This is an optimization exercise on Yosys and OpenROAD, whose aim is small area, not a production implementation. Only simulation tests tie the RTL to the original design; equivalence was not proved.

## red
Design pcf2127_rrc, start of the top module:
module pcf2127_rrc (
    input  wire        clk,
    input  wire        rst,
    input  wire        cmd_valid,
    input  wire [55:0] cmd_word,
    output wire        busy,
    output reg         done,
    output reg  [2:0]  status,
    output reg         bus_init,
    output reg  [7:0]  bus_selid,
    output reg         sel,
    output wire        xfer_req,
    output wire        xfer_rd,
    output wire [7:0]  xfer_txd,
    input  wire        xfer_ack,
    input  wire        xfer_err,
    input  wire [7:0]  xfer_rxd,
    output wire        diag_valid,
    output wire [4:0]  diag_idx,
    output wire [7:0]  diag_val,
    output reg  [7:0]  t_second,
    output reg  [7:0]  t_minute,
    output reg  [7:0]  t_hour,
    output reg  [7:0]  t_day,
    output reg  [7:0]  t_weekday,
    output reg  [7:0]  t_month,
    output reg  [7:0]  t_year
);
    localparam [2:0] S_IDLE  = 3'd0;
    localparam [2:0] S_START = 3'd1;    
    localparam [2:0] S_ADDR  = 3'd2;    
    localparam [2:0] S_DATA  = 3'd3;    
    localparam [2:0] S_SLOT  = 3'd4;    
    localparam [2:0] S_WAIT  = 3'd5;    
    localparam [2:0] S_WALK  = 3'd6;    
    localparam [2:0] K_END  = 3'd0;
    localparam [2:0] K_RD   = 3'd1;
    localparam [2:0] K_WR   = 3'd2;
    localparam [2:0] K_WAIT = 3'd3;
    localparam [2:0] K_WALK = 3'd4;
    reg  [207:0] ring;
    reg  [2:0]   state;
    reg  [2:0]   step;
    reg  [3:0]   opc;
    reg  [4:0]   k;
    reg  [4:0]   pos;
    reg  [7:0]   tx;
    reg          inited;
    wire [7:0] r0  = ring[7:0];
    wire [7:0] r17 = ring[143:136];
    wire [7:0] r18 = ring[151:144];
    wire [7:0] r19 = ring[159:152];
    function [4:0] add4;
        input [3:0] a, b;
        input       ci;
        integer i;
        reg c;
        begin
            c = ci;
            for (i = 0; i < 4; i = i + 1) begin
                add4[i] = a[i] ^ b[i] ^ c;
                c = (a[i] & b[i]) | (c & (a[i] ^ b[i]));
            end
            add4[4] = c;
        end
    endfunction
    function [3:0] inc4;
        input [3:0] a;
        input       ci;
        integer i;
        reg c;
        begin
            c = ci;
            for (i = 0; i < 4; i = i + 1) begin
                inc4[i] = a[i] ^ c;
                c = a[i] & c;
            end
        end
    endfunction
  ...
Settings: LEC_CHECK=0, ABC_AREA=1, CAP_MARGIN=20, CORE_MARGIN=2, CORE_UTILIZATION=40, PLACE_DENSITY=0.6, SLEW_MARGIN=20; clock period 14.0 ns.
standard.sh (not shown) runs the stock make flow with config.mk's settings and CLKGATE_MAP_FILE= SYNTH_SCRIPT=/design/flow/synth_recipe.tcl, a recipe that flattens the netlist after the stock synthesis.
==> flow/flow/run.sh <==
#!/bin/bash
# The standard layout (standard.sh) with three choices made through ORFS's own variables:
#  - synthesis: the standard synthesis script, but ABC maps for area with the script in
#    flow/abc_area.script (set through a copy of ORFS's scripts folder used for synth only);
#    registers, flattening and renaming are untouched;
#  - port buffers use the smallest buffer cell (every port still gets its own buffer);
#  - the clock tree uses mid-size clock buffers in small clusters and no dummy loads.
set -euo pipefail
here=$(pwd)
rm -rf "$here/synth_scripts"
cp -r "$FLOW_HOME/scripts" "$here/synth_scripts"
cp "$here/flow/abc_area.script" "$here/synth_scripts/abc_area.script"
SCRIPTS_DIR="$here/synth_scripts" bash standard.sh synth > synth_make.log 2>&1
export BUFFER_PORTS_ARGS="-buffer_cell sky130_fd_sc_hd__buf_1"
export CTS_ARGS="-sink_clustering_enable -repair_clock_nets -dont_use_dummy_load -buf_list sky130_fd_sc_hd__clkbuf_8 -sink_clustering_size 16 -sink_clustering_max_diameter 50"
bash standard.sh > standard_make.log 2>&1
==> flow/flow/abc_area.script <==
strash
&get -n
&deepsyn -T 60
&put
dch -f
amap -F 4 -A 8
topo
--- input diff red..blue ---
-- flow/design.v --
<<< red, line 34
    localparam [2:0] S_WAIT  = 3'd5;    
    localparam [2:0] S_WALK  = 3'd6;    
    localparam [2:0] K_END  = 3'd0;
    localparam [2:0] K_RD   = 3'd1;
>>> blue, line 34
    localparam [2:0] S_WAIT  = 3'd5;    
    localparam [2:0] S_WALK  = 3'd6;    
    localparam [2:0] S_DIV   = 3'd7;    
    localparam [2:0] K_END  = 3'd0;
    localparam [2:0] K_RD   = 3'd1;
<<< red, line 39
    localparam [2:0] K_WAIT = 3'd3;
    localparam [2:0] K_WALK = 3'd4;
    reg  [207:0] ring;
    reg  [2:0]   state;
>>> blue, line 40
    localparam [2:0] K_WAIT = 3'd3;
    localparam [2:0] K_WALK = 3'd4;
    localparam [2:0] K_DIV  = 3'd5;
    reg  [207:0] ring;
    reg  [2:0]   state;
<<< red, line 48
    reg          inited;
    wire [7:0] r0  = ring[7:0];
    wire [7:0] r17 = ring[143:136];
    wire [7:0] r18 = ring[151:144];
    wire [7:0] r19 = ring[159:152];
    function [4:0] add4;
>>> blue, line 50
    reg          inited;
    wire [7:0] r0  = ring[7:0];
    wire [7:0] r1  = ring[15:8];
    wire [7:0] r19 = ring[159:152];
    function [4:0] add4;
<<< red, line 191
                  endcase
            4'hC: case (step)
                    3'd0: u_kind = K_RD;
                    3'd1: u_kind = K_WR;
                    3'd2: begin u_kind = K_RD; u_idx = 5'h10; u_k0 = 5'd8; u_last = 5'd8; end
                    3'd3: begin u_kind = K_WR; u_idx = 5'h10; u_k0 = 5'd8; u_last = 5'd9; end
                    default: ;
                  endcase
>>> blue, line 192
                  endcase
            4'hC: case (step)
                    3'd0: u_kind = K_DIV;
                    3'd1: u_kind = K_RD;
                    3'd2: u_kind = K_WR;
                    3'd3: begin u_kind = K_RD; u_idx = 5'h10; u_k0 = 5'd8; u_last = 5'd8; end
                    3'd4: begin u_kind = K_WR; u_idx = 5'h10; u_k0 = 5'd8; u_last = 5'd9; end
                    default: ;
                  endcase
<<< red, line 227
    wire [4:0] fb_t    = add4(r0[7:4], {1'b0, fb_s[4:2]}, 1'b0);
    wire [7:0] frombcd = {fb_t[4:0], fb_s[1:0], r0[0]};
    wire       cdt_le60_a = (r19[5:0] == 6'd0) && le8(r18, 8'd60);
    wire       cdt_le60_b = (r18[5:0] == 6'd0) && le8(r17, 8'd60);
    wire [3:0] dd2 = r18[5:2];
    wire [3:0] dd1 = {r18[1:0], r17[7:6]};
    wire [3:0] dd0 = r17[5:2];
    wire       dc1 = ge4(dd2, ~dd1);                  
    wire [3:0] dr2 = add4(dd2, dd1, dc1);             
    wire [3:0] dq1 = inc4(dd2, dc1);
    wire       dc2 = ge4(dr2, ~dd0);                  
    wire [3:0] dq0 = inc4(dr2, dc2);
    wire [7:0] cdt_ticks = cdt_le60_b ? r17 : {dq1, dq0};
    reg [7:0] am, om;
    reg       use_bcd;
>>> blue, line 229
    wire [4:0] fb_t    = add4(r0[7:4], {1'b0, fb_s[4:2]}, 1'b0);
    wire [7:0] frombcd = {fb_t[4:0], fb_s[1:0], r0[0]};
    wire       cdt_le60 = (r1[5:0] == 6'd0) && le8(r0, 8'd60);
    wire [6:0] dv_r  = {r0[5:0], tx[7]};                  
    wire       dv_ge = dv_r[6] | (&dv_r[5:2]);             
    wire [5:0] dv_rn = {inc4(dv_r[5:2], dv_ge), dv_r[1:0]};  
    reg [7:0] am, om;
    reg       use_bcd;
<<< red, line 268
            4'hA: if (step == 3'd1) am = ~8'h02; else begin am = 8'h00; om = 8'h80; end
            4'hB: om = 8'h01;
            4'hC: if (step == 3'd1) om = 8'h01;
                  else if (!k[0]) begin am = ~8'hC3; om = {7'b0100001, ~cdt_le60_a}; end
                  else begin am = 8'h00; om = cdt_ticks; end
            4'hD: am = ~8'h08;
            4'hE: if (step == 3'd1) am = ~8'h01;
>>> blue, line 263
            4'hA: if (step == 3'd1) am = ~8'h02; else begin am = 8'h00; om = 8'h80; end
            4'hB: om = 8'h01;
            4'hC: if (step == 3'd2) om = 8'h01;
                  else if (step == 3'd4 && !k[0]) begin am = ~8'hC3; om = {7'b0100001, r19[6]}; end
            4'hD: am = ~8'h08;
            4'hE: if (step == 3'd1) am = ~8'h01;
<<< red, line 286
    assign diag_val   = r0;
    wire accept = (state == S_IDLE) && cmd_valid;
    wire [7:0] tail = (state == S_SLOT && u_rd && hit) ? tx : r0;
    always @(posedge clk) begin
        ring <= {tail, ring[207:8]};
>>> blue, line 280
    assign diag_val   = r0;
    wire accept = (state == S_IDLE) && cmd_valid;
    wire dv_step = (state == S_DIV) && (pos == 5'd1) && (k != 5'd8);
    wire dv_end  = (state == S_DIV) && (pos == 5'd9) && (k == 5'd8);
    wire [7:0] tail = ((state == S_SLOT && u_rd && hit) || dv_end) ? tx :
                      dv_step ? {2'b01, dv_rn} : r0;
    always @(posedge clk) begin
        ring <= {tail, ring[207:8]};
<<< red, line 340
                        K_WAIT: state <= S_WAIT;
                        K_WALK: state <= S_WALK;
                        default: begin
                            status <= 3'd0;
>>> blue, line 337
                        K_WAIT: state <= S_WAIT;
                        K_WALK: state <= S_WALK;
                        K_DIV: begin
                            tx    <= r0;
                            k     <= cdt_le60 ? 5'd8 : 5'd0;
                            state <= S_DIV;
                        end
                        default: begin
                            status <= 3'd0;
<<< red, line 411
                    end
                end
                default: state <= S_IDLE;
            endcase
>>> blue, line 413
                    end
                end
                S_DIV: begin
                    if (dv_step) begin
                        tx <= {tx[6:0], dv_ge};
                        k  <= k_inc;
                    end
                    if (dv_end) begin
                        step  <= step_inc;
                        state <= S_START;
                    end
                end
                default: state <= S_IDLE;
            endcase
Results
| area share of buffers outside the clock network | blue vs red | ≈ equal |
The per-instance average area after synthesis of blue falls short of that of red by 1.3%.
Summary: with red as the reference, total clock buffers created by CTS in blue moved down by a few percent.
STATUS global-route wire length before repair: blue loses against red
blue vs red on number of instances in the synthesized netlist: blue is the lower one.
blue finished every stage and its layout cleared the timing, design-rule and antenna checks.
Sort blue and red by number of tapcells, ascending, and blue comes first.
blue ended up with a higher final period demand of the worst path than red did.
Against red, blue comes in 8 lower on worst reg2reg path depth.
blue vs red, register share of the cell area went up by 1.1 points.

==> static timing again, ports no longer ideal <==
In the flow no input, the clock included, has a driving cell. The finished layouts below were timed again as built, in two steps.
Step 1 assumes that a clkbuf_16 drives the clock port and a buf_2 every other input.
Step 2 also shifts input and output timing later by t, the mid clock arrival at the registers, as if the neighbouring blocks saw the same clock.
Three values: no drivers, after step 1, after step 2; two values: the first two.
run	t (ns)	setup WS [ns]	hold slack, ns	cell pins on the clock port's net
red	0.578	7.856 / 7.815 / 8.373	0.285 / 0.285 / 0.285	1
blue	0.583	7.496 / 7.453 / 8.036	0.229 / 0.229 / 0.229	1
After both steps setup and hold are still met in every run listed.
